This is an optimization exercise on Yosys and OpenROAD, whose aim is small area, a short achievable clock period and few clock cycles, not a production implementation. Only simulation tests tie the RTL to the original design; equivalence was not proved. No activity file was given, so power comes from the tool's default toggle rates.

## flow/design.v (module list and top-level ports; edited modules follow where they fit)
// module phase_step: 73 lines
// module add_rc: 19 lines
// module add_cs: 31 lines
// module inc_blk: 25 lines
// module osc_front: 17 lines
// module osc_mid: 11 lines
// module round24: 22 lines
// module sq_v: 769 lines
// module quant: 26 lines
// module lt_rc: 16 lines
// module ahb1_refill: 107 lines
module ahb1_refill (
    input  wire        clk,
    input  wire        rst,         
    input  wire        start,       
    input  wire        half,        
    input  wire        depth32,     
    input  wire        wave,        
    input  wire [31:0] inc,         
    output wire        ready,
    output wire        done,
    output wire [31:0] phase,
    output wire        mem_we,
    output wire [9:0]  mem_addr,
    output wire [15:0] mem_wdata
);
  // ...
==> flow/flow/run.sh <==
#!/bin/bash
# The standard layout (the standard.sh), with two changes to how it is
# made: the ports are buffered with buf_2 rather than the resizer's default
# choice, and repair_timing aims at a setup slack of at least
# SETUP_SLACK_MARGIN ns at the design's own clock period and constraints.
set -euo pipefail
export SETUP_SLACK_MARGIN=79
export BUFFER_PORTS_ARGS="-buffer_cell sky130_fd_sc_hd__buf_2"
bash standard.sh > standard_flow.log 2>&1
==> flow/standard.sh <==
#!/bin/bash
# synth_recipe.tcl (not shown) runs the flow's synth.tcl, then flattens the netlist and writes it again
# the make line also repeats each setting of config.mk as NAME=value (left out here)
make -C /OpenROAD-flow-scripts/flow DESIGN_CONFIG=/design/flow/config.mk WORK_HOME=/design/flow/orfs CLKGATE_MAP_FILE= SYNTH_SCRIPT=/design/flow/synth_recipe.tcl "${@:-finish}"
==> flow/config.mk <==
export PLATFORM = sky130hd
export DESIGN_NAME = ahb1_refill
export DESIGN_NICKNAME = ahb1_refill
export VERILOG_FILES = /design/flow/design.v
export SDC_FILE = /design/flow/constraint.sdc
export NUM_CORES = 4
export LEC_CHECK = 0
export ABC_AREA = 1
export CAP_MARGIN = 5
export CORE_MARGIN = 2
export CORE_UTILIZATION = 70
export PLACE_DENSITY = 0.8
export SLEW_MARGIN = 5
==> flow/constraint.sdc <==
create_clock -name core_clock -period 100.0 [get_ports {clk}]
set_input_delay 20.0000 -clock core_clock [delete_from_list [all_inputs] [get_ports {clk}]]
set_output_delay 20.0000 -clock core_clock [all_outputs]
set_load 0.01 [all_outputs]
==> metrics.md, run 1 <==
| Metric | Value |
|---|---|
| Seq Cell Count | `about 170` |
| Area growth from synthesis to layout | `5.84%` |
| Top Metal Used | `met4` |
| Status | `complete, no violations` |
| Number of CTS-inserted buffers | `17` |
| Wirelength, routed | `64300 um` |
| Setup crit start | `ph_r[24]$_SDFF_PP0_` |
| R2R cell count | `90` |
| Non-CTS inverters | `486` |
| Vias in the first global route | `21100` |
| CTS tree | `yes` |
| Final HPWL DP | `49400 um` |
| Row count | `66` |
| End of the critical path | `phase[24]` |
| GRT Residual Overflow | `0` |
| Worst-path clk slew | `approximately 80 ps` |
| Max Clock Skew | `roughly 18 ps` |
| WL/cell | `18.1 um` |
| Kind of critical path | `flip-flop to primary output` |
| Overall Power | `around 0.00074 W` |
| Multi-input logic area | `roughly 17000 um^2` |
| RSZ-0062 raised after global routing | `yes` |
| Clk latency of the worst-skew pair | `470 ps` |
| EDFF count, synth | `60` |
| Buffer and inverter count on the worst path | `1` |
| Post-CTS Resized | `41` |
| Startpoint types | `flip-flop` |
| Mapped cell area | `between 20000 and 25000 um^2` |
| TritonRoute pass-1 iters | `6` |
Testbench counts, summed over its fixed seeds: cycles 49,672.
==> run 2: changes to the inputs <==
--- a/flow/flow/run.sh
+++ b/flow/flow/run.sh
@@ -4,6 +4,6 @@
 # choice, and repair_timing aims at a setup slack of at least
 # SETUP_SLACK_MARGIN ns at the design's own clock period and constraints.
 set -euo pipefail
-export SETUP_SLACK_MARGIN=79
+export SETUP_SLACK_MARGIN=79.1
 export BUFFER_PORTS_ARGS="-buffer_cell sky130_fd_sc_hd__buf_2"
 bash standard.sh > standard_flow.log 2>&1
==> run 2 against run 1 <==
  * Flip-flop and latch count did not move
  * Critical path depth did not move
  * Sequential share of layout area decreased by 0.33 points
  * Global-route usage rose by 1.2 points
  * Critical endpoint is now ready
  * Clock-buffer cell count is the same
  * Still clean on timing, DRC and antenna
  * Core utilization increased by 1.8 points
  * Setup slack got worse by 23 ps
  * Clock power increased by 1%
  * Sequential power is essentially flat
  * Largest power group unchanged
  * Combinational power increased by 1%
  * Synthesized cell count did not move
  * Cell count is 1.1% higher
  * Critical path type unchanged
==> metrics.md, run 2 <==
| Metric | Value |
|---|---|
| Status | `complete, no violations` |
| Top FF cell, synth | `dfxtp_1` |
| # DRC | `0` |
| Worst-path fanout max | `2` |
| H-tree depth | `4` |
| Die area | `about 35000 um^2` |
| Storage element area | `4060 um^2` |
| NetSw | `between 0.0003 and 0.0004 W` |
| Net Sw Frac | `0.521` |
| Number of CTS-inserted buffers | `17 (unchanged)` |
| Vias in the first global route | `21600 (+2.3%)` |
| Area leader, netlist | `fa_1` |
| Pwr Density | `29.6 nW/um^2` |
| Buffer and inverter count on the worst path | `1 (unchanged)` |
| VDD IR max | `0.0279 mV` |
| Syn Inst Count | `between 3000 and 4000` |
| Overall Power | `0.000746 W (+1.1%)` |
| RSZ-0062 raised after global routing | `yes` |
| Kind of critical path | `flip-flop to primary output` |
| CTS max path bufs | `2` |
| CP max stage cell | `dfxtp_4` |
| Mapped cell area | `23200 um^2 (unchanged)` |
| Gate power share | `0.765` |
| Tot GR Track Use | `0.397` |
| Fin nets | `roughly 3700` |
| Async SR Flop Fraction | `0` |
| WL met2 | `~32000 um` |
| Clk latency of the worst-skew pair | `470 ps (about the same)` |
| Sequential share of the synthesized area | `0.170` |
| Clk sinks | `168` |
| Crit path cell chain | `buf_6` |
| Worst min-delay path class | `flip-flop to flip-flop` |
| Port Buffers | `95` |
| Reg2reg start | `ph_r[23]$_SDFF_PP0_` |
| Final HPWL DP | `49400 um (unchanged)` |
| Commonest cells in the netlist | `nand2_1, inv_1, fa_1, ha_1, o21ai_0` |
| Core area | `32600 um^2` |
| Largest net degree at the start of global routing | `63` |
| Min-Delay Startpoint | `r1[25]$_DFFE_PN_` |
| Post-route ant nets | `0` |
| EDFF count, synth | `60 (unchanged)` |
| Max_cap viols | `0` |
| Slowest cell delay on critical path | `420 ps` |
| Count leader, synth | `nand2_1` |
| Setup TNS | `0 ps` |
| Clock share of power | `0.091` |
| DR iter-0 viols | `1633` |
| DR vias/cell | `5.92` |
| Starting Density | `0.713` |
| Yosys top cell area share | `0.223` |
| Min Tclk post-route | `between 20000 and 25000 ps` |
| Sequential fraction of design power | `0.144` |
| Via count | `21300` |
| CTS hold repair buffers | `0` |
| Multi-input logic area | `16800 um^2 (about the same)` |
| Wirelength, routed | `66500 um (+3.4%)` |
| Initial antenna violation count | `2` |
| Worst-path clk slew | `70 ps (about the same)` |
| Period utilization | `0.210` |
| Total internal power | `between 0.0003 and 0.0004 W` |
| Worst Hold Depth | `0` |
| Biggest register | `r2` |
| First-pass GRT wire length | `between 100000 and 150000 um` |
| WL/cell | `18.5 um (+2.3%)` |
| Commonest non-fill, non-tap cell in the layout | `nand2_1` |
| Largest regs | `r2: 47 flops, inc_r: 31 flops, ph_r: 30 flops` |
| FILL cells | `2343` |
| Most frequent cells in the layout | `nand2_1, inv_1, fa_1` |
| Top cells by area, synth | `fa_1, nand2_1, ha_1` |
| Synth Register Bits | `168` |
| TritonRoute pass-1 iters | `5 (-1)` |
| Placed Instances | `3514` |
| R2R cell count | `92 (+2.2%)` |
| Root Buffer | `clkbuf_16` |
| Worst EP required | `80000 ps` |
| Num ports | `99` |
| GRT Residual Overflow | `0 (unchanged)` |
| Die width | `186 um` |
| Max Clock Skew | `16.3 ps (-1.43 ps)` |
| Max FFs per register | `47` |
| Final Hold Fails | `0` |
| Crit path capture type | `primary output` |
| Die H | `186 um` |
| Fraction of layout cells with a size suffix above 1 | `0.115` |
| Final Slew Violations | `0` |
| R2R Path End | `ph_r[29]$_SDFF_PP0_` |
| Area growth from synthesis to layout | `8.41%` |
| CTS tree | `yes` |
| Slew margin rel. | `0.282` |
| Routed wl met3 | `5770 um` |
| Flop-to-flop setup slack | `80750 ps` |
| Final Instance Count excl. Fillers | `3592` |
| Leakage power | `12.1 nW` |
| M1 WL | `23900 um` |
| Final RePlAce weighted congestion | `0.979` |
| Netlist cell types | `69` |
| Delay-heaviest family, CP | `flip-flops` |
| Arr. time, crit path | `~1000 ps` |
| Final setup fails | `0` |
| Maximum clock frequency | `47.6 MHz` |
| Hold Path End | `r2[47]$_DFF_P_` |
| Startpoint types | `flip-flop` |
| Top Metal Used | `met4` |
| Worst-Margin Slew | `1080 ps` |
| Syn Area/Cell | `7.54 um^2` |
| Row count | `66 (unchanged)` |
| Yosys warning count | `3` |
run 2: how the worst max path moves through the flow:
stage | start | end | slack [ps] | cells past startpoint
floorplan | idle_r$_SDFF_PP1_ | ready | 79240 | 0
finish | idle_r$_SDFF_PP1_ | ready | 78990 | 1
global placement | rst | ph_r[18]$_SDFF_PP0_ | 78640 | 4
global route | idle_r$_SDFF_PP1_ | ready | 78970 | 1
detailed placement | rst | ph_r[18]$_SDFF_PP0_ | 78620 | 4
CTS | idle_r$_SDFF_PP1_ | ready | 78990 | 1
run 2: area by class of cell:
type                    count  area share
diodes                      2    0.000199
clock buffers              19      0.0180
clock inverters            13     0.00541
inverters                 486      0.0725
multi-input cells        2293       0.668
flip-flops and latches    168       0.161
well taps                 442      0.0219
repair buffers            169      0.0533
run 2: layer usage:
layer,GRT usage,vias to the layer above
met3,0.0814,296
met1,0.458,9939
met4,0.270,0
met2,0.670,1192
li1,-,9829
met5,0,-
run 2: logic make-up after synthesis:
logic type,after synthesis,share of synthesized area
buffers and inverters,622,0.106
AO/OA/AOI/OAI,397,0.0973
other,1,0.000161
flip-flops,168,0.170
multiplexers,12,0.00554
AND/OR/NAND/NOR,1304,0.237
XOR/XNOR,76,0.0294
adder cells (fa/ha/maj),502,0.354
run 2: power groups by stage:
stage	logic [W]	registers (W)	clock network, W
6_report	0.000570	0.000107	0.0000679
5_1_grt	0.000643	0.000108	0.0000708
4_1_cts	0.000562	0.000106	0.0000677
3_5_place_dp	0.000549	0.000107	0
3_3_place_gp	0.000534	0.000107	0
2_1_floorplan	0.000403	0.000104	0
run 2: stage by stage:
step / cell area, um^2 / util / hold slack [ps] / worst slack (ps)
global route: 25200 / 0.773 / 366 / 78970
CTS: 25100 / 0.770 / 352 / 78990
floorplan: 23300 / - / 323 / 79240
finish: 25200 / 0.773 / 354 / 78990
global placement: 23900 / 0.732 / 330 / 78640
detailed placement: 23900 / 0.732 / 335 / 78620
run 2: repair_timing:
action	4_1_cts	5_1_grt
pin swaps	0	0
setup endpoints to repair	57	59
hold endpoints to repair	0	0
setup buffers	40	4
resized for setup	103	16
==> module ahb1_refill, before the edit <==
module ahb1_refill (
    input  wire        clk,
    input  wire        rst,         
    input  wire        start,       
    input  wire        half,        
    input  wire        depth32,     
    input  wire        wave,        
    input  wire [31:0] inc,         
    output wire        ready,
    output wire        done,
    output wire [31:0] phase,
    output wire        mem_we,
    output wire [9:0]  mem_addr,
    output wire [15:0] mem_wdata
);
    reg        idle_r;      
    reg        done_r;
    reg        wait_r;      
    reg        pre_r;       
    reg        we_r;
    reg [9:0]  addr_r;      
    reg [15:0] wd_r;
    reg [29:0] ph_r;        
    reg [30:0] inc_r;       
    reg        depth_r;
    reg        half_r;
    reg        wave_r;
    reg [25:0] r1;          
    reg [47:0] r2;
    wire [29:0] ph_next;
    wire [25:0] sv;
    wire        sst;
    wire        adv;
    phase_step u_step (.p(ph_r), .inc(inc_r), .smp(~adv), .clr(rst), .pn(ph_next), .vs(sv), .sts(sst));
    wire [25:0] front;
    osc_front u_front (.v(sv), .st(sst), .wave(wave_r), .r(front));
    wire        mid_sign;
    wire [46:0] mid_v;
    osc_mid u_mid (.r(r1), .wave(wave_r), .sign(mid_sign), .V(mid_v));
    wire [46:0] y;
    round24 u_round (.V(r2[46:0]), .Y(y));
    wire        hi;
    wire [15:0] word;
    quant u_quant (.sign(r2[47]), .Y(y), .depth32(depth_r), .hiw(hi), .w(word));
    always @(posedge clk) begin
        if (!adv) r1 <= front;
        r2 <= {mid_sign, mid_v};
    end
    wire [9:0] a_perm = depth_r ? {addr_r[9:2], addr_r[0], addr_r[1]} : addr_r;
    wire [9:0] a_inc  = a_perm + 10'd1;
    wire [9:0] a_next = depth_r ? {a_inc[9:2], a_inc[0], a_inc[1]} : a_inc;
    wire [9:0] a_t    = we_r ? a_next : addr_r;       
    wire       last   = depth_r ? (addr_r[8:0] == 9'h1FF) : (addr_r[7:0] == 8'hFF);
    assign     hi     = depth_r & ~a_t[0];
    wire       run    = ~idle_r & ~wait_r & ~(we_r & last);
    assign     adv    = run & (pre_r ? ~depth_r
                             : depth_r ? (a_t[1:0] == 2'b10)
                             : (a_t[0] & (a_t[7:0] != 8'hFF)));
    assign ready     = idle_r;
    assign done      = done_r;
    assign phase     = {2'b00, ph_r};
    assign mem_we    = we_r;
    assign mem_addr  = addr_r;
    assign mem_wdata = wd_r;
    always @(posedge clk) begin
        if (rst) begin
            idle_r <= 1'b1;
            done_r <= 1'b0;
            wait_r <= 1'b0;
            pre_r  <= 1'b0;
            we_r   <= 1'b0;
        end else begin
            done_r <= 1'b0;
            wait_r <= 1'b0;
            pre_r  <= wait_r;
            if (idle_r) begin
                if (start) begin
                    idle_r <= 1'b0;
                    wait_r <= 1'b1;
                end
            end else if (wait_r) begin
            end else if (we_r && last) begin
                idle_r <= 1'b1;
                done_r <= 1'b1;
                we_r   <= 1'b0;
            end else begin
                if (!pre_r) we_r <= 1'b1;
            end
        end
    end
    always @(posedge clk)
        ph_r <= ph_next;
    always @(posedge clk) begin
        if (idle_r) begin
            inc_r   <= inc[30:0];
            depth_r <= depth32;
            wave_r  <= wave;
            half_r  <= half;
        end
    end
    wire [9:0] base_in = {half & depth32, half & ~depth32, 8'd0};
    wire [9:0] base_r  = {half_r & depth_r, half_r & ~depth_r, 8'd0};
    always @(posedge clk)
        addr_r <= we_r ? a_next : (idle_r ? base_in : base_r);
    always @(posedge clk)
        wd_r <= word;
endmodule
==> run 3: changes to the inputs <==
--- a/flow/design.v
+++ b/flow/design.v
@@ -1022,6 +1022,7 @@
     output wire [9:0]  mem_addr,
     output wire [15:0] mem_wdata
 );
+    reg        rst_r;       
     reg        idle_r;      
     reg        done_r;
     reg        wait_r;      
@@ -1040,7 +1041,7 @@
     wire [25:0] sv;
     wire        sst;
     wire        adv;
-    phase_step u_step (.p(ph_r), .inc(inc_r), .smp(~adv), .clr(rst), .pn(ph_next), .vs(sv), .sts(sst));
+    phase_step u_step (.p(ph_r), .inc(inc_r), .smp(~adv), .clr(rst_r), .pn(ph_next), .vs(sv), .sts(sst));
     wire [25:0] front;
     osc_front u_front (.v(sv), .st(sst), .wave(wave_r), .r(front));
     wire        mid_sign;
@@ -1051,6 +1052,8 @@
     wire        hi;
     wire [15:0] word;
     quant u_quant (.sign(r2[47]), .Y(y), .depth32(depth_r), .hiw(hi), .w(word));
+    always @(posedge clk)
+        rst_r <= rst;
     always @(posedge clk) begin
         if (!adv) r1 <= front;
         r2 <= {mid_sign, mid_v};
@@ -1072,8 +1075,8 @@
     assign mem_addr  = addr_r;
     assign mem_wdata = wd_r;
     always @(posedge clk) begin
-        if (rst) begin
-            idle_r <= 1'b1;
+        if (rst || rst_r) begin
+            idle_r <= ~rst;
             done_r <= 1'b0;
             wait_r <= 1'b0;
             pre_r  <= 1'b0;
--- a/flow/flow/run.sh
+++ b/flow/flow/run.sh
@@ -4,6 +4,6 @@
 # choice, and repair_timing aims at a setup slack of at least
 # SETUP_SLACK_MARGIN ns at the design's own clock period and constraints.
 set -euo pipefail
-export SETUP_SLACK_MARGIN=79.1
+export SETUP_SLACK_MARGIN=79
 export BUFFER_PORTS_ARGS="-buffer_cell sky130_fd_sc_hd__buf_2"
 bash standard.sh > standard_flow.log 2>&1
==> run 3 against run 2 <==
  * Hold slack gained 4.0 ps
  * Total power up 12%
  * Global-route usage shrank 2.7 points
  * Synthesized cell count is 0.94% higher
  * Routed wire length decreased by 4.5%
  * Register-to-register slack better by 680 ps
  * Clock-buffer cell count is the same
  * Critical path type unchanged
  * Largest cell class unchanged
==> metrics.md, run 3 <==
| Metric | Value |
|---|---|
| Worst min-delay path class | `flip-flop to flip-flop` |
| Final Slew Violations | `0 (unchanged)` |
| Crit path capture type | `primary output` |
| CTS tree | `yes` |
| Row count | `66 (unchanged)` |
| Sequential share of the synthesized area | `0.171 (+0.000346)` |
| Max FFs per register | `47 (unchanged)` |
| GRT Residual Overflow | `0 (unchanged)` |
| Count leader, synth | `nand2_1` |
| Final setup fails | `0 (unchanged)` |
| NetSw | `0.000446 W (+15%)` |
| Top cells by area, synth | `fa_1, nand2_1, ha_1` |
| CTS max path bufs | `2 (unchanged)` |
| Syn Inst Count | `3111 (+0.94%)` |
| Commonest cells in the netlist | `nand2_1, inv_1, fa_1, ha_1, o21ai_0` |
| Final HPWL DP | `49500 um (+0.25%)` |
| Maximum clock frequency | `47.6 MHz (about the same)` |
| Die area | `34800 um^2 (+0.30%)` |
| RSZ-0062 raised after global routing | `yes` |
| Most frequent cells in the layout | `nand2_1, inv_1, fa_1` |
| DR vias/cell | `5.84 (-1.3%)` |
| Root Buffer | `clkbuf_16` |
| Kind of critical path | `flip-flop to primary output` |
| FILL cells | `2536 (+8.2%)` |
| Port Buffers | `95 (unchanged)` |
| Worst-Margin Slew | `1220 ps (+145 ps)` |
| Top FF cell, synth | `dfxtp_1` |
| Sequential fraction of design power | `0.131 (-0.013)` |
| Initial antenna violation count | `0 (-2)` |
| Yosys warning count | `3 (unchanged)` |
| EDFF count, synth | `60 (unchanged)` |
| Worst-path fanout max | `3 (+1)` |
| Fin nets | `3662 (-0.35%)` |
| Buffer and inverter count on the worst path | `1 (unchanged)` |
| Hold Path End | `r2[47]$_DFF_P_` |
| Biggest register | `r2` |
| Worst-path clk slew | `80 ps (about the same)` |
| Layer with the highest usage | `met2` |
| Num ports | `99 (unchanged)` |
| Min-Delay Startpoint | `r1[25]$_DFFE_PN_` |
| Final Instance Count excl. Fillers | `3577 (-0.42%)` |
| Total internal power | `0.000387 W (+8.4%)` |
| Post-route ant nets | `0 (unchanged)` |
| Pwr Density | `33.8 nW/um^2 (+14%)` |
| Startpoint types | `flip-flop` |
| Global routing usage on met1 | `0.452 (-0.00554)` |
| Net Sw Frac | `0.535 (+0.0141)` |
| Synth Register Bits | `169 (+0.60%)` |
| Netlist cell types | `70 (+1.4%)` |
| GR Layer Usage met2 | `0.632 (-0.0382)` |
| Number of CTS-inserted buffers | `17 (unchanged)` |
| Gate power share | `0.786 (+0.021)` |
| Worst EP required | `80000 ps (about the same)` |
| Commonest non-fill, non-tap cell in the layout | `nand2_1` |
| First-pass GRT wire length | `104000 um (-2.9%)` |
| Fraction of layout cells with a size suffix above 1 | `0.0951 (-0.0203)` |
| Status | `complete, no violations` |
| Core area | `32700 um^2 (+0.25%)` |
| Largest regs | `r2: 47 flops, inc_r: 31 flops, ph_r: 30 flops` |
| Max Clock Skew | `17.3 ps (+1.01 ps)` |
| Crit path cell chain | `buf_2` |
| Min Tclk post-route | `21000 ps (-16.4 ps)` |
| Worst Hold Depth | `0 (unchanged)` |
| Via count | `20900 (-1.7%)` |
| Slowest cell delay on critical path | `400 ps (-20 ps)` |
| R2R cell count | `47 (-49%)` |
| Clock share of power | `0.083 (-0.008)` |
| Period utilization | `0.210 (about the same)` |
| VDD IR max | `0.0420 mV (+51%)` |
| Setup TNS | `0 ps (unchanged)` |
| Area growth from synthesis to layout | `5.48%` |
| Overall Power | `0.000833 W (+12%)` |
| Wirelength, routed | `63400 um (-4.5%)` |
| Clk latency of the worst-skew pair | `450 ps (-20 ps)` |
| Yosys top cell area share | `0.222 (-0.000670)` |
| Async SR Flop Fraction | `0 (unchanged)` |
| Leakage power | `12.1 nW (+0.40%)` |
| # DRC | `0 (unchanged)` |
| Die width | `187 um (+0.15%)` |
| Placed Instances | `3543 (+0.83%)` |
| Final Hold Fails | `0 (unchanged)` |
| Syn Area/Cell | `7.50 um^2 (-0.63%)` |
| Number of diodes | `0 (-2)` |
| Reg2reg start | `r1[0]$_DFFE_PN_` |
| Flop-to-flop setup slack | `81430 ps (+680 ps)` |
| Starting Density | `0.713 (about the same)` |
| WL/cell | `17.7 um (-4.1%)` |
| Vias in the first global route | `21200 (-2.0%)` |
| Fin util | `0.752 (-0.0205)` |
| Die H | `187 um (+0.15%)` |
| Tot GR Track Use | `0.371 (-0.0268)` |
| Max_cap viols | `0 (unchanged)` |
| CTS hold repair buffers | `0 (unchanged)` |
| R2R Path End | `r2[44]$_DFF_P_` |
| H-tree depth | `4 (unchanged)` |
| TritonRoute pass-1 iters | `5 (unchanged)` |
| Slew margin rel. | `0.185 (-0.0965)` |
| Arr. time, crit path | `1000 ps (-20 ps)` |
| Final RePlAce weighted congestion | `0.998 (+1.9%)` |
| Mapped cell area | `23300 um^2 (+0.30%)` |
| DR iter-0 viols | `1537 (-5.9%)` |
| Area leader, netlist | `fa_1` |
| M3 GR Usage | `0.0534 (-0.0280)` |
| CP max stage cell | `dfxtp_2` |
| Largest net degree at the start of global routing | `63 (unchanged)` |
| Clk sinks | `169 (+0.60%)` |
| Delay-heaviest family, CP | `flip-flops` |
## run 3: worst max-delay path by stage
stage	from	endpoint	slack (ps)	depth (start not counted)
2_1_floorplan	idle_r$_DFF_P_	ready	79250	0
3_3_place_gp	we_r$_SDFFE_PP0P_	mem_we	79320	1
3_5_place_dp	rst	we_r$_SDFFE_PP0P_	79280	3
4_1_cts	we_r$_SDFFE_PP0P_	mem_we	78950	1
5_1_grt	we_r$_SDFFE_PP0P_	mem_we	79000	1
6_report	ph_r[21]$_SDFF_PP0_	phase[21]	79000	1
## run 3: cells by family after synthesis
| logic type | share of synthesized area |
|---|---|
| and+or+nand+nor | 0.245 |
| buffers and inverters | 0.109 |
| adders and majority gates | 0.353 |
| AOI/OAI and AO/OA | 0.0927 |
| DFF | 0.171 |
| xor gates and xnor gates | 0.0270 |
| muxes | 0.00311 |
| other | 0.000161 |
## run 3: cell type report
class	count	area (um^2)	area share
multi-input combinational	2302	16800	0.683
tap	442	553	0.0225
clock buffer	19	443	0.0180
sequential	169	4040	0.164
clock inverter	13	156	0.00636
timing repair buffer	126	708	0.0288
inverter	506	1900	0.0772
## run 3: power by group through the flow
stage	Combinational, W	Clock (W)	Sequential (W)
final	0.000655	0.0000687	0.000109
after global routing	0.000731	0.0000718	0.000110
after CTS	0.000647	0.0000689	0.000108
after detailed placement	0.000642	0	0.000109
after global placement	0.000620	0	0.000109
after floorplan	0.000443	0	0.000106
## run 3: repair_timing
action,in CTS,in global routing
resized for setup,25,12
setup endpoints to repair,23,12
setup buffers,0,2
## run 3: per-stage QoR
step / setup WS [ps] / instance area [um^2] / hold slack (ps)
global placement: 79320 / 23900 / 331
finish: 79000 / 24600 / 358
detailed placement: 79280 / 23900 / 336
floorplan: 79250 / 23300 / 323
CTS: 78950 / 24600 / 360
global route: 79000 / 24600 / 366
## run 3: layer usage
layer	vias to the layer above	part of all wire
met5	-	0
met4	0	0.063
met3	260	0.078
met2	1040	0.48
met1	9822	0.38
li1	9775	-
Testbench counts of run 3, summed over its fixed seeds: cycles 49,672.

[re-timing with driven ports]
How much do the figures lean on ideal ports? The routed layouts below were timed once more, with nothing changed but the port constraints. Step 1 sets driving cells, clkbuf_16 on the clock port and buf_2 on the other inputs (assumed; they add their load-dependent delay and slew). Step 2 also shifts input and output timing later by t, the mid clock arrival at the registers, as if the neighbouring blocks saw the same clock. Three values: ideal, step 1, step 2; two values: the first two.
| run | shift t [ns] | slack for setup (ns) | worst hold slack (ns) | worst setup path after step 2 | cell pins on the clock port's net |
|---|---|---|---|---|---|
| run 1 | 0.506 | 79.008 / 78.956 / 78.541 | 0.349 / 0.349 / 0.349 | input to register | 1 |
| run 2 | 0.512 | 78.985 / 78.934 / 78.663 | 0.354 / 0.354 / 0.354 | input to register | 1 |
| run 3 | 0.492 | 79.001 / 78.946 / 79.264 | 0.358 / 0.358 / 0.358 | input to register | 1 |
After both steps every run listed still meets setup and hold. The setup slack of run 1, which loses most, moves by -0.052 ns with the drivers and by -0.467 ns with both steps.
